What follows belongs to an exercise in optimizing a design on an open flow for small area, a short achievable clock period and few clock cycles per item; a production flow would make more cautious choices. The RTL was checked by simulation tests, not by an equivalence proof against the original design.

==> v1 <==
==> flow/design.v <==
module lz_compress (
    input  wire        clk,
    input  wire        rst,
    input  wire        start,
    input  wire [12:0] src_len,
    input  wire [12:0] dst_cap,
    output wire        busy,
    output reg         done,
    output wire [7:0]  err_code,
    output wire [12:0] result_len,
    output wire [11:0] src_addr,
    input  wire [7:0]  src_rdata,
    output reg         dst_we,
    output reg  [12:0] dst_addr,
    output reg  [7:0]  dst_wdata,
    output reg  [11:0] head_addr,
    output reg         head_we,
    output reg  [12:0] head_wdata,
    input  wire [12:0] head_rdata,
    output reg  [10:0] chain_addr,
    output reg         chain_we,
    output wire [10:0] chain_wdata,
    input  wire [10:0] chain_rdata
);
    localparam [3:0]
        S_IDLE = 4'd0,
        S_CHK  = 4'd1,
        S_CLR  = 4'd2,
        S_HA   = 4'd3,    
        S_HB   = 4'd4,    
        S_SRCH = 4'd5,    
        S_DEC  = 4'd6,    
        S_T0   = 4'd7,    
        S_T1   = 4'd8,
        S_FIN  = 4'd9;
    localparam [1:0] PH_V0 = 2'd0,   
                     PH_V1 = 2'd1,   
                     PH_V2 = 2'd2,   
                     PH_E  = 2'd3;   
    reg [3:0]  state;
    reg [1:0]  err;
    reg [12:0] rem;          
    reg [12:0] q;            
    reg [12:0] co;           
    reg [3:0]  cnt;          
    reg [7:0]  w [0:9];      
    reg [11:0] sa;           
    reg [10:0] lk;
    reg [10:0] lka;
    reg        lkp;
    reg [3:0]  run_len;
    reg [12:0] hdr;
    reg        hpend;
    reg [3:0]  hval;
    reg        b1pend;
    reg [11:0] p, pf, cdist;
    reg [11:0] np, npf, ndist;
    reg        nvalid;
    reg        cyc0, cyc1;
    reg [3:0]  bl, lim;
    reg [10:0] bd;
    reg        iv;
    reg [1:0]  iph;
    reg [3:0]  ik;
    reg        fv;
    reg [1:0]  fph;
    reg [3:0]  fk;
    reg [7:0]  ex;
    assign busy        = (state != S_IDLE);
    assign err_code    = {6'd0, err};
    assign result_len  = co;
    assign src_addr    = sa;
    assign chain_wdata = lk;
    function eligible;
        input [7:0] b;
        begin
            eligible = (b == 8'h00) || (b >= 8'h09 && b <= 8'h7F);
        end
    endfunction
    wire [8:0] ha = {1'b0, w[1]};
    wire [8:0] hb = {1'b0, w[2]};
    wire [8:0] hash = {ha[5:0], ha[8:6]} ^ {hb[2:0], hb[8:3]} ^ {1'b0, w[3]};
    wire [11:0] hd     = q[11:0] - head_rdata[11:0];
    wire        hvalid = head_rdata[12] & ~hd[11];
    wire        ins_ok = (rem >= 13'd3);
    wire [11:0] c_np    = p - {1'b0, chain_rdata};
    wire [11:0] c_npf   = pf - {1'b0, chain_rdata};
    wire [11:0] c_ndist = cdist + {1'b0, chain_rdata};
    wire        c_nval  = (chain_rdata != 11'd0) & ~c_ndist[11];
    wire [3:0]  ek = (bl >= 4'd3) ? bl + 4'd1 : 4'd3;    
    reg        nv;
    reg [1:0]  nph;
    reg [3:0]  nk;
    always @(*) begin
        nv  = 1'b0;
        nph = PH_E;
        nk  = ek;
        case (iph)
            PH_V0: begin nv = 1'b1; nph = PH_V1; nk = 4'd0; end
            PH_V1: begin
                if (ik == 4'd0) begin
                    nv = 1'b1; nph = PH_V1; nk = 4'd1;
                end else if (bl > 4'd3) begin
                    nv = 1'b1; nph = PH_V2; nk = 4'd3;
                end else begin
                    nv = (ek < lim);
                end
            end
            PH_V2: begin
                if (ik + 4'd1 < bl) begin
                    nv = 1'b1; nph = PH_V2; nk = ik + 4'd1;
                end else begin
                    nv = (ek < lim);
                end
            end
            default: begin
                nv = (ik + 4'd1 < lim); nk = ik + 4'd1;
            end
        endcase
        if (!iv) nv = 1'b0;
    end
    wire m        = (src_rdata == ex);
    wire last_ver = ((fph == PH_V1) && (fk == 4'd1) && (bl <= 4'd3)) ||
                    ((fph == PH_V2) && (fk + 4'd1 == bl));
    wire ev_rej   = fv && (fph != PH_E) && !m;
    wire ev_end   = fv && (((fph != PH_E) && m && last_ver && !(ek < lim)) ||
                           ((fph == PH_E) && m && (fk + 4'd1 == lim)));
    wire ev_acc   = fv && (fph == PH_E) && !m;
    wire sw       = ev_rej || ev_acc;
    wire sw_valid = cyc1 ? c_nval : nvalid;
    wire [3:0]  bl_new = ev_acc ? fk : bl;
    wire [11:0] sw_p   = cyc1 ? c_np : np;
    wire [11:0] sw_d   = cyc1 ? c_ndist : ndist;
    wire [11:0] sw_a   = ev_acc ? (np + {8'd0, fk}) : (cyc1 ? c_npf : npf);
    wire       is_pair  = (w[0] == 8'h20) && (w[1][7:6] == 2'b01);
    wire       tok_pair = is_pair && (bl <= 4'd3);
    wire       tok_bref = !tok_pair && (bl >= 4'd3);
    wire [3:0] tok_len  = tok_pair ? 4'd2 : (tok_bref ? bl : 4'd1);
    wire [7:0]  lb       = (state == S_T1) ? w[2] : ((state == S_T0) ? w[1] : w[0]);
    wire        lb_lit   = eligible(lb) && (run_len == 4'd0);
    wire [12:0] co1      = co + 13'd1;
    wire        t_pair   = (rem == 13'd2) && (w[1] == 8'h20) && (w[2][7:6] == 2'b01);
    reg new_we;
    always @(*) begin
        head_addr  = {3'd0, hash};
        head_we    = 1'b0;
        head_wdata = {1'b1, q[11:0]};
        chain_addr = lka;
        chain_we   = 1'b0;
        new_we     = 1'b0;
        dst_addr   = co;
        dst_wdata  = lb;
        case (state)
            S_CLR: begin
                head_addr  = {3'd0, q[8:0]};
                head_we    = 1'b1;
                head_wdata = 13'd0;
            end
            S_HB:   head_we = ins_ok;
            S_SRCH: chain_addr = p[10:0];
            S_DEC: begin
                new_we = 1'b1;
                if (tok_pair) begin
                    dst_wdata = w[1] ^ 8'h80;
                end else if (tok_bref) begin
                    dst_wdata = {2'b10, bd[10:5]};
                end else if (!lb_lit && run_len == 4'd0) begin
                    dst_addr = co1;
                end
            end
            S_T0: begin
                if (t_pair) begin
                    new_we    = 1'b1;
                    dst_wdata = w[2] ^ 8'h80;
                end else if (rem != 13'd0) begin
                    new_we = 1'b1;
                    if (!lb_lit && run_len == 4'd0) dst_addr = co1;
                end
            end
            S_T1: begin
                new_we = !hpend;
                if (!lb_lit && run_len == 4'd0) dst_addr = co1;
            end
            S_FIN: begin
                if (!b1pend && !hpend && run_len != 4'd0) begin
                    new_we    = 1'b1;
                    dst_addr  = hdr;
                    dst_wdata = {4'd0, run_len};
                end
            end
            default: ;
        endcase
        if (state != S_SRCH && state != S_IDLE && state != S_CHK && state != S_CLR)
            chain_we = lkp;
        dst_we = new_we;
        if (!new_we) begin
            if (b1pend) begin
                dst_we    = 1'b1;
                dst_addr  = co;
                dst_wdata = {bd[4:0], bl[2:0] - 3'd3};
            end else if (hpend) begin
                dst_we    = 1'b1;
                dst_addr  = hdr;
                dst_wdata = {4'd0, hval};
            end
        end
    end
    integer i;
    always @(posedge clk) begin
        if (rst) begin
            state   <= S_IDLE;
            done    <= 1'b0;
            err     <= 2'd0;
            co      <= 13'd0;
            lkp     <= 1'b0;
            hpend   <= 1'b0;
            b1pend  <= 1'b0;
            run_len <= 4'd0;
            fv      <= 1'b0;
            iv      <= 1'b0;
        end else begin
            done <= 1'b0;
            if (!new_we) begin
                if (b1pend) begin
                    b1pend <= 1'b0;
                    co     <= co1;
                end else if (hpend) begin
                    hpend <= 1'b0;
                end
            end
            if (chain_we) lkp <= 1'b0;
            case (state)
                S_IDLE: begin
                    if (start) begin
                        rem   <= src_len;
                        co    <= dst_cap;
                        state <= S_CHK;
                    end
                end
                S_CHK: begin
                    if (rem > 13'd4096 || co > 13'd4609) begin
                        err   <= 2'd2;
                        co    <= 13'd0;
                        done  <= 1'b1;
                        state <= S_IDLE;
                    end else if (co < rem + {3'd0, rem[12:3]} + 13'd1) begin
                        err   <= 2'd3;
                        co    <= 13'd0;
                        done  <= 1'b1;
                        state <= S_IDLE;
                    end else begin
                        co      <= 13'd0;
                        q       <= 13'd0;
                        sa      <= 12'd3594;     
                        run_len <= 4'd0;
                        hpend   <= 1'b0;
                        b1pend  <= 1'b0;
                        lkp     <= 1'b0;
                        cnt     <= 4'd0;
                        state   <= S_CLR;
                    end
                end
                S_CLR: begin
                    for (i = 0; i < 9; i = i + 1) w[i] <= w[i+1];
                    w[9] <= src_rdata;
                    if (q[8:0] == 9'd511) begin
                        q     <= 13'd0;
                        state <= S_HA;
                    end else begin
                        q  <= q + 13'd1;
                        sa <= sa + 12'd1;
                    end
                end
                S_HA: begin
                    if (cnt == 4'd0 && rem < 13'd3)
                        state <= S_T0;
                    else
                        state <= S_HB;
                end
                S_HB: begin
                    lk  <= hvalid ? hd[10:0] : 11'd0;
                    lka <= q[10:0];
                    lkp <= ins_ok;
                    for (i = 0; i < 9; i = i + 1) w[i] <= w[i+1];
                    w[9] <= src_rdata;
                    if (cnt != 4'd0) begin
                        cnt   <= cnt - 4'd1;
                        q     <= q + 13'd1;
                        rem   <= rem - 13'd1;
                        sa    <= sa + 12'd1;
                        state <= S_HA;
                    end else begin
                        bl    <= 4'd2;
                        lim   <= (rem >= 13'd10) ? 4'd10 : rem[3:0];
                        p     <= head_rdata[11:0];
                        pf    <= head_rdata[11:0];
                        sa    <= head_rdata[11:0];
                        cdist  <= hd;
                        iv    <= 1'b1;
                        iph   <= PH_V1;
                        ik    <= 4'd0;
                        fv    <= 1'b0;
                        cyc0  <= 1'b1;
                        cyc1  <= 1'b0;
                        state <= hvalid ? S_SRCH : S_DEC;
                    end
                end
                S_SRCH: begin
                    cyc0 <= 1'b0;
                    cyc1 <= cyc0;
                    if (cyc1) begin
                        np     <= c_np;
                        npf    <= c_npf;
                        ndist  <= c_ndist;
                        nvalid <= c_nval;
                    end
                    if (ev_end) begin
                        bl    <= lim;
                        bd    <= cdist[10:0];
                        fv    <= 1'b0;
                        state <= S_DEC;
                    end else if (sw) begin
                        if (ev_acc) begin
                            bl <= fk;
                            bd <= cdist[10:0];
                        end
                        fv <= 1'b0;
                        if (!sw_valid) begin
                            state <= S_DEC;
                        end else begin
                            p    <= sw_p;
                            cdist <= sw_d;
                            sa   <= sw_a;
                            pf   <= sw_a;
                            cyc0 <= 1'b1;
                            cyc1 <= 1'b0;
                            iv   <= 1'b1;
                            if (bl_new >= 4'd3) begin
                                iph <= PH_V0;
                                ik  <= bl_new;
                            end else begin
                                iph <= PH_V1;
                                ik  <= 4'd0;
                            end
                        end
                    end else begin
                        fv  <= iv;
                        fph <= iph;
                        fk  <= ik;
                        ex  <= w[ik];
                        iv  <= nv;
                        iph <= nph;
                        ik  <= nk;
                        sa  <= p + {8'd0, nk};
                    end
                end
                S_DEC: begin
                    q   <= q + 13'd1;
                    rem <= rem - 13'd1;
                    sa  <= q[11:0] + 12'd10;
                    cnt <= tok_len - 4'd1;
                    state <= S_HA;
                    if (tok_pair || tok_bref) begin
                        co <= co1;
                        if (run_len != 4'd0) begin
                            hpend   <= 1'b1;
                            hval    <= run_len;
                            run_len <= 4'd0;
                        end
                        b1pend <= tok_bref;
                    end else if (lb_lit) begin
                        co <= co1;
                    end else begin
                        if (run_len == 4'd0) begin
                            hdr <= co;
                            co  <= co + 13'd2;
                        end else begin
                            co  <= co1;
                        end
                        if (run_len == 4'd7) begin
                            hpend   <= 1'b1;
                            hval    <= 4'd8;
                            run_len <= 4'd0;
                        end else begin
                            run_len <= run_len + 4'd1;
                        end
                    end
                end
                S_T0, S_T1: begin
                    if (state == S_T1 && hpend) begin
                        state <= S_T1;
                    end else if (state == S_T0 && t_pair) begin
                        co <= co1;
                        if (run_len != 4'd0) begin
                            hpend   <= 1'b1;
                            hval    <= run_len;
                            run_len <= 4'd0;
                        end
                        state <= S_FIN;
                    end else if (state == S_T0 && rem == 13'd0) begin
                        state <= S_FIN;
                    end else begin
                        if (lb_lit) begin
                            co <= co1;
                        end else begin
                            if (run_len == 4'd0) begin
                                hdr <= co;
                                co  <= co + 13'd2;
                            end else begin
                                co  <= co1;
                            end
                            if (run_len == 4'd7) begin
                                hpend   <= 1'b1;
                                hval    <= 4'd8;
                                run_len <= 4'd0;
                            end else begin
                                run_len <= run_len + 4'd1;
                            end
                        end
                        state <= (state == S_T0 && rem == 13'd2) ? S_T1 : S_FIN;
                    end
                end
                S_FIN: begin
                    if (!b1pend && !hpend) begin
                        if (run_len != 4'd0) begin
                            run_len <= 4'd0;
                        end else begin
                            err   <= 2'd0;
                            done  <= 1'b1;
                            state <= S_IDLE;
                        end
                    end
                end
                default: state <= S_IDLE;
            endcase
        end
    end
endmodule
==> flow/run.sh <==
#!/bin/bash
# synth_recipe.tcl (not shown) runs the flow's synth.tcl, then flattens the netlist and writes it again
# the make line also repeats each setting of config.mk as NAME=value (left out here)
make -C /OpenROAD-flow-scripts/flow DESIGN_CONFIG=/design/flow/config.mk WORK_HOME=/design/flow/orfs CLKGATE_MAP_FILE= SYNTH_SCRIPT=/design/flow/synth_recipe.tcl finish
==> flow/config.mk <==
export PLATFORM = sky130hd
export DESIGN_NAME = lz_compress
export DESIGN_NICKNAME = lz_compress
export VERILOG_FILES = /design/flow/design.v
export SDC_FILE = /design/flow/constraint.sdc
export NUM_CORES = 4
export LEC_CHECK = 0
export CAP_MARGIN = 20
export CORE_MARGIN = 2
export CORE_UTILIZATION = 40
export SLEW_MARGIN = 20
==> flow/constraint.sdc <==
create_clock -name core_clock -period 10.0 [get_ports {clk}]
set_input_delay 2.0000 -clock core_clock [delete_from_list [all_inputs] [get_ports {clk}]]
set_output_delay 2.0000 -clock core_clock [all_outputs]
set_load 0.01 [all_outputs]
==> inputs of v13, as changes to v1 <==
==> flow/design.v, changed modules only <==
module lz_compress (
    input  wire        clk,
    input  wire        rst,
    input  wire        start,
    input  wire [12:0] src_len,
    input  wire [12:0] dst_cap,
    output wire        busy,
    output reg         done,
    output wire [7:0]  err_code,
    output wire [12:0] result_len,
    output wire [11:0] src_addr,
    input  wire [7:0]  src_rdata,
    output reg         dst_we,
    output reg  [12:0] dst_addr,
    output reg  [7:0]  dst_wdata,
    output reg  [11:0] head_addr,
    output reg         head_we,
    output reg  [12:0] head_wdata,
    input  wire [12:0] head_rdata,
    output reg  [10:0] chain_addr,
    output reg         chain_we,
    output wire [10:0] chain_wdata,
    input  wire [10:0] chain_rdata
);
    localparam [3:0]
        S_IDLE = 4'd0,
        S_CHK  = 4'd1,
        S_CLR  = 4'd2,
        S_HA   = 4'd3,    
        S_HB   = 4'd4,    
        S_SRCH = 4'd5,    
        S_DEC  = 4'd6,    
        S_T0   = 4'd7,    
        S_T1   = 4'd8,
        S_FIN  = 4'd9;
    localparam [1:0] PH_V0 = 2'd0,   
                     PH_V1 = 2'd1,   
                     PH_V2 = 2'd2,   
                     PH_E  = 2'd3;   
    reg [3:0]  state;
    reg [1:0]  err;
    reg [12:0] rem;          
    reg [12:0] q;            
    reg [12:0] co;           
    reg [3:0]  cnt;          
    reg [7:0]  w [0:9];      
    reg [11:0] sa;           
    reg [10:0] lk;
    reg        lkp;
    reg [3:0]  run_len;
    reg [12:0] hdr;
    reg        hpend;
    reg [3:0]  hval;
    reg        b1pend;
    reg [11:0] p, pf, cdist;
    reg [10:0] delta;
    reg        cyc0, cyc1;
    reg [3:0]  bl;
    reg [10:0] bd;
    reg        iv;
    reg [1:0]  iph;
    reg [3:0]  ik;
    reg        fv;
    reg [1:0]  fph;
    reg [3:0]  fk;
    assign busy        = (state != S_IDLE);
    assign err_code    = {6'd0, err};
    assign result_len  = co;
    assign src_addr    = sa;
    assign chain_wdata = lk;
    function eligible;
        input [7:0] b;
        begin
            eligible = (b == 8'h00) || (b >= 8'h09 && b <= 8'h7F);
        end
    endfunction
    wire [8:0] ha = {1'b0, w[1]};
    wire [8:0] hb = {1'b0, w[2]};
    wire [8:0] hash = {ha[5:0], ha[8:6]} ^ {hb[2:0], hb[8:3]} ^ {1'b0, w[3]};
    wire [11:0] hd     = q[11:0] - head_rdata[11:0];
    wire        hvalid = head_rdata[12] & ~hd[11];
    wire        ins_ok = (rem >= 13'd3);
    wire [3:0]  lim    = (rem >= 13'd10) ? 4'd10 : rem[3:0];
    wire [10:0] dsrc    = cyc1 ? chain_rdata : delta;
    wire [11:0] c_np    = p - {1'b0, dsrc};
    wire [11:0] c_npf   = pf - {1'b0, dsrc};
    wire [11:0] c_ndist = cdist + {1'b0, dsrc};
    wire        c_nval  = (dsrc != 11'd0) & ~c_ndist[11];
    wire [3:0]  ek = (bl >= 4'd3) ? bl + 4'd1 : 4'd3;    
    reg        nv;
    reg [1:0]  nph;
    reg [3:0]  nk;
    always @(*) begin
        nv  = 1'b0;
        nph = PH_E;
        nk  = ek;
        case (iph)
            PH_V0: begin nv = 1'b1; nph = PH_V1; nk = 4'd0; end
            PH_V1: begin
                if (ik == 4'd0) begin
                    nv = 1'b1; nph = PH_V1; nk = 4'd1;
                end else if (bl > 4'd3) begin
                    nv = 1'b1; nph = PH_V2; nk = 4'd3;
                end else begin
                    nv = (ek < lim);
                end
            end
            PH_V2: begin
                if (ik + 4'd1 < bl) begin
                    nv = 1'b1; nph = PH_V2; nk = ik + 4'd1;
                end else begin
                    nv = (ek < lim);
                end
            end
            default: begin
                nv = (ik + 4'd1 < lim); nk = ik + 4'd1;
            end
        endcase
        if (!iv) nv = 1'b0;
    end
    wire m        = (src_rdata == w[fk]);
    wire last_ver = ((fph == PH_V1) && (fk == 4'd1) && (bl <= 4'd3)) ||
                    ((fph == PH_V2) && (fk + 4'd1 == bl));
    wire ev_rej   = fv && (fph != PH_E) && !m;
    wire ev_end   = fv && (((fph != PH_E) && m && last_ver && !(ek < lim)) ||
                           ((fph == PH_E) && m && (fk + 4'd1 == lim)));
    wire ev_acc   = fv && (fph == PH_E) && !m;
    wire sw       = ev_rej || ev_acc;
    wire sw_valid = c_nval;
    wire [3:0]  bl_new = ev_acc ? fk : bl;
    wire [11:0] sw_p   = c_np;
    wire [11:0] sw_d   = c_ndist;
    wire [11:0] sw_a   = ev_acc ? (c_np + {8'd0, fk}) : c_npf;
    wire       is_pair  = (w[0] == 8'h20) && (w[1][7:6] == 2'b01);
    wire       tok_pair = is_pair && (bl <= 4'd3);
    wire       tok_bref = !tok_pair && (bl >= 4'd3);
    wire [3:0] tok_len  = tok_pair ? 4'd2 : (tok_bref ? bl : 4'd1);
    wire [7:0]  lb       = (state == S_T1) ? w[2] : ((state == S_T0) ? w[1] : w[0]);
    wire        lb_lit   = eligible(lb) && (run_len == 4'd0);
    wire [12:0] co1      = co + 13'd1;
    wire        t_pair   = (rem == 13'd2) && (w[1] == 8'h20) && (w[2][7:6] == 2'b01);
    reg        new_we;
    reg        wr_we;
    reg [12:0] wr_addr;
    reg [7:0]  wr_data;
    always @(*) begin
        head_addr  = {3'd0, hash};
        head_we    = 1'b0;
        head_wdata = {1'b1, q[11:0]};
        chain_addr = q[10:0] - 11'd1;
        chain_we   = 1'b0;
        new_we     = 1'b0;
        wr_addr   = co;
        wr_data  = lb;
        case (state)
            S_CLR: begin
                head_addr  = {3'd0, q[8:0]};
                head_we    = 1'b1;
                head_wdata = 13'd0;
            end
            S_HB:   head_we = ins_ok;
            S_SRCH: chain_addr = p[10:0];
            S_DEC: begin
                chain_addr = q[10:0];
                new_we = 1'b1;
                if (tok_pair) begin
                    wr_data = w[1] ^ 8'h80;
                end else if (tok_bref) begin
                    wr_data = {2'b10, bd[10:5]};
                end else if (!lb_lit && run_len == 4'd0) begin
                    wr_addr = co1;
                end
            end
            S_T0: begin
                if (hpend) begin
                    new_we = 1'b0;
                end else if (t_pair) begin
                    new_we    = 1'b1;
                    wr_data = w[2] ^ 8'h80;
                end else if (rem != 13'd0) begin
                    new_we = 1'b1;
                    if (!lb_lit && run_len == 4'd0) wr_addr = co1;
                end
            end
            S_T1: begin
                new_we = !hpend;
                if (!lb_lit && run_len == 4'd0) wr_addr = co1;
            end
            S_FIN: begin
                if (!b1pend && !hpend && run_len != 4'd0) begin
                    new_we    = 1'b1;
                    wr_addr  = hdr;
                    wr_data = {4'd0, run_len};
                end
            end
            default: ;
        endcase
        if (state != S_SRCH && state != S_IDLE && state != S_CHK && state != S_CLR)
            chain_we = lkp;
        wr_we = new_we;
        if (!new_we) begin
            if (b1pend) begin
                wr_we    = 1'b1;
                wr_addr  = co;
                wr_data = {bd[4:0], bl[2:0] - 3'd3};
            end else if (hpend) begin
                wr_we    = 1'b1;
                wr_addr  = hdr;
                wr_data = {4'd0, hval};
            end
        end
    end
    integer i;
    always @(posedge clk) begin
        if (rst) begin
            dst_we <= 1'b0;
        end else begin
            dst_we <= wr_we;
        end
        dst_addr  <= wr_addr;
        dst_wdata <= wr_data;
    end
    always @(posedge clk) begin
        if (rst) begin
            state   <= S_IDLE;
            done    <= 1'b0;
            err     <= 2'd0;
            co      <= 13'd0;
            lkp     <= 1'b0;
            hpend   <= 1'b0;
            b1pend  <= 1'b0;
            run_len <= 4'd0;
            fv      <= 1'b0;
            iv      <= 1'b0;
        end else begin
            done <= 1'b0;
            if (!new_we) begin
                if (b1pend) begin
                    b1pend <= 1'b0;
                    co     <= co1;
                end else if (hpend) begin
                    hpend <= 1'b0;
                end
            end
            if (chain_we) lkp <= 1'b0;
            case (state)
                S_IDLE: begin
                    if (start) begin
                        rem   <= src_len;
                        co    <= dst_cap;
                        state <= S_CHK;
                    end
                end
                S_CHK: begin
                    if (rem > 13'd4096 || co > 13'd4609) begin
                        err   <= 2'd2;
                        co    <= 13'd0;
                        done  <= 1'b1;
                        state <= S_IDLE;
                    end else if (co < rem + {3'd0, rem[12:3]} + 13'd1) begin
                        err   <= 2'd3;
                        co    <= 13'd0;
                        done  <= 1'b1;
                        state <= S_IDLE;
                    end else begin
                        co      <= 13'd0;
                        q       <= 13'd0;
                        sa      <= 12'd3594;     
                        run_len <= 4'd0;
                        hpend   <= 1'b0;
                        b1pend  <= 1'b0;
                        lkp     <= 1'b0;
                        cnt     <= 4'd0;
                        state   <= S_CLR;
                    end
                end
                S_CLR: begin
                    for (i = 0; i < 9; i = i + 1) w[i] <= w[i+1];
                    w[9] <= src_rdata;
                    if (q[8:0] == 9'd511) begin
                        q     <= 13'd0;
                        state <= S_HA;
                    end else begin
                        q  <= q + 13'd1;
                        sa <= sa + 12'd1;
                    end
                end
                S_HA: begin
                    if (cnt == 4'd0 && rem < 13'd3)
                        state <= S_T0;
                    else
                        state <= S_HB;
                end
                S_HB: begin
                    lk  <= hvalid ? hd[10:0] : 11'd0;
                    lkp <= ins_ok;
                    for (i = 0; i < 9; i = i + 1) w[i] <= w[i+1];
                    w[9] <= src_rdata;
                    if (cnt != 4'd0) begin
                        cnt   <= cnt - 4'd1;
                        q     <= q + 13'd1;
                        rem   <= rem - 13'd1;
                        sa    <= sa + 12'd1;
                        state <= S_HA;
                    end else begin
                        bl    <= 4'd2;
                        p     <= head_rdata[11:0];
                        pf    <= head_rdata[11:0];
                        sa    <= hvalid ? head_rdata[11:0] : q[11:0] + 12'd10;
                        cdist  <= hd;
                        iv    <= 1'b1;
                        iph   <= PH_V1;
                        ik    <= 4'd0;
                        fv    <= 1'b0;
                        cyc0  <= 1'b1;
                        cyc1  <= 1'b0;
                        state <= hvalid ? S_SRCH : S_DEC;
                    end
                end
                S_SRCH: begin
                    cyc0 <= 1'b0;
                    cyc1 <= cyc0;
                    if (cyc1) delta <= chain_rdata;
                    if (ev_end) begin
                        bl    <= lim;
                        bd    <= cdist[10:0];
                        fv    <= 1'b0;
                        sa    <= q[11:0] + 12'd10;
                        state <= S_DEC;
                    end else if (sw) begin
                        if (ev_acc) begin
                            bl <= fk;
                            bd <= cdist[10:0];
                        end
                        fv <= 1'b0;
                        if (!sw_valid) begin
                            sa    <= q[11:0] + 12'd10;
                            state <= S_DEC;
                        end else begin
                            p    <= sw_p;
                            cdist <= sw_d;
                            sa   <= sw_a;
                            pf   <= sw_a;
                            cyc0 <= 1'b1;
                            cyc1 <= 1'b0;
                            iv   <= 1'b1;
                            if (bl_new >= 4'd3) begin
                                iph <= PH_V0;
                                ik  <= bl_new;
                            end else begin
                                iph <= PH_V1;
                                ik  <= 4'd0;
                            end
                        end
                    end else begin
                        fv  <= iv;
                        fph <= iph;
                        fk  <= ik;
                        iv  <= nv;
                        iph <= nph;
                        ik  <= nk;
                        sa  <= p + {8'd0, nk};
                    end
                end
                S_DEC: begin
                    q   <= q + 13'd1;
                    rem <= rem - 13'd1;
                    cnt <= tok_len - 4'd1;
                    state <= (tok_len == 4'd1 && rem < 13'd4) ? S_T0 : S_HB;
                    if (tok_pair || tok_bref) begin
                        co <= co1;
                        if (run_len != 4'd0) begin
                            hpend   <= 1'b1;
                            hval    <= run_len;
                            run_len <= 4'd0;
                        end
                        b1pend <= tok_bref;
                    end else if (lb_lit) begin
                        co <= co1;
                    end else begin
                        if (run_len == 4'd0) begin
                            hdr <= co;
                            co  <= co + 13'd2;
                        end else begin
                            co  <= co1;
                        end
                        if (run_len == 4'd7) begin
                            hpend   <= 1'b1;
                            hval    <= 4'd8;
                            run_len <= 4'd0;
                        end else begin
                            run_len <= run_len + 4'd1;
                        end
                    end
                end
                S_T0, S_T1: begin
                    if (hpend) begin
                        state <= state;
                    end else if (state == S_T0 && t_pair) begin
                        co <= co1;
                        if (run_len != 4'd0) begin
                            hpend   <= 1'b1;
                            hval    <= run_len;
                            run_len <= 4'd0;
                        end
                        state <= S_FIN;
                    end else if (state == S_T0 && rem == 13'd0) begin
                        state <= S_FIN;
                    end else begin
                        if (lb_lit) begin
                            co <= co1;
                        end else begin
                            if (run_len == 4'd0) begin
                                hdr <= co;
                                co  <= co + 13'd2;
                            end else begin
                                co  <= co1;
                            end
                            if (run_len == 4'd7) begin
                                hpend   <= 1'b1;
                                hval    <= 4'd8;
                                run_len <= 4'd0;
                            end else begin
                                run_len <= run_len + 4'd1;
                            end
                        end
                        state <= (state == S_T0 && rem == 13'd2) ? S_T1 : S_FIN;
                    end
                end
                S_FIN: begin
                    if (!b1pend && !hpend) begin
                        if (run_len != 4'd0) begin
                            run_len <= 4'd0;
                        end else begin
                            err   <= 2'd0;
                            done  <= 1'b1;
                            state <= S_IDLE;
                        end
                    end
                end
                default: state <= S_IDLE;
            endcase
        end
    end
endmodule
--- a/flow/config.mk
+++ b/flow/config.mk
@@ -9,3 +9,4 @@
 export CORE_MARGIN = 2
 export CORE_UTILIZATION = 40
+export SETUP_SLACK_MARGIN = 5.0
 export SLEW_MARGIN = 20
==> qor summary <==
	v1	v13
Outcome	complete, no violations	complete, no violations
Met3 track utilization from global routing	4.749%	5.283%
Adder-Cell Fraction of Synth Area	6.972%	7.503%
Met2 wire length	32100 um	34200 um
Count of clock buffers in the final design	48	43
Highest cell delay on the worst timing path	0.80 ns	0.47 ns
Dpl hpwl	52210 um	55760 um
Post-Route WL	71560 um	76500 um
Via count	18400	19670
Placer's final routability congestion estimate	0.9449	0.9695
Worst VDD drop	121.5 uV	123.1 uV
Global Route Usage Sum	26.50%	28.00%
Height of the die	231.3 um	229.7 um
Latest clock arrival within the worst-skew pair	0.56 ns	0.55 ns
Count of mapped cells out of synthesis	2241	2318
Testbench counts of v1, summed over its fixed seeds: cycles 354,276, bytes 47,585.
Testbench counts of v13, summed over its fixed seeds: cycles 340,128, bytes 47,585.

[separate check: timing with driven ports]
In the flow no input, the clock included, has a driving cell. The finished layouts below were timed again as built, in two steps. Step 1, drivers: a clkbuf_16 drives clk and a buf_2 each remaining input, both assumed. Step 2 times the ports against the registers' clock, not the clock port: input delays grow and output delays shrink by t, the midpoint of the rising clock arrivals with the driver on. Slacks: ideal / step 1 / step 2; pairs: ideal / step 1.
| run | t, ns | setup slack, ns | worst setup path at the end | latest minus earliest clock arrival (ns) |
|---|---|---|---|---|
| v1 | 0.610 | 2.729 / 2.671 / 3.281 | register to output | 0.017 / 0.018 |
| v13 | 0.604 | 5.034 / 4.997 / 4.466 | input to register | 0.020 / 0.020 |
After both steps setup and hold are still met in every run listed. The setup slack of v13, which loses most, moves by -0.037 ns with the drivers and by -0.568 ns with both steps.
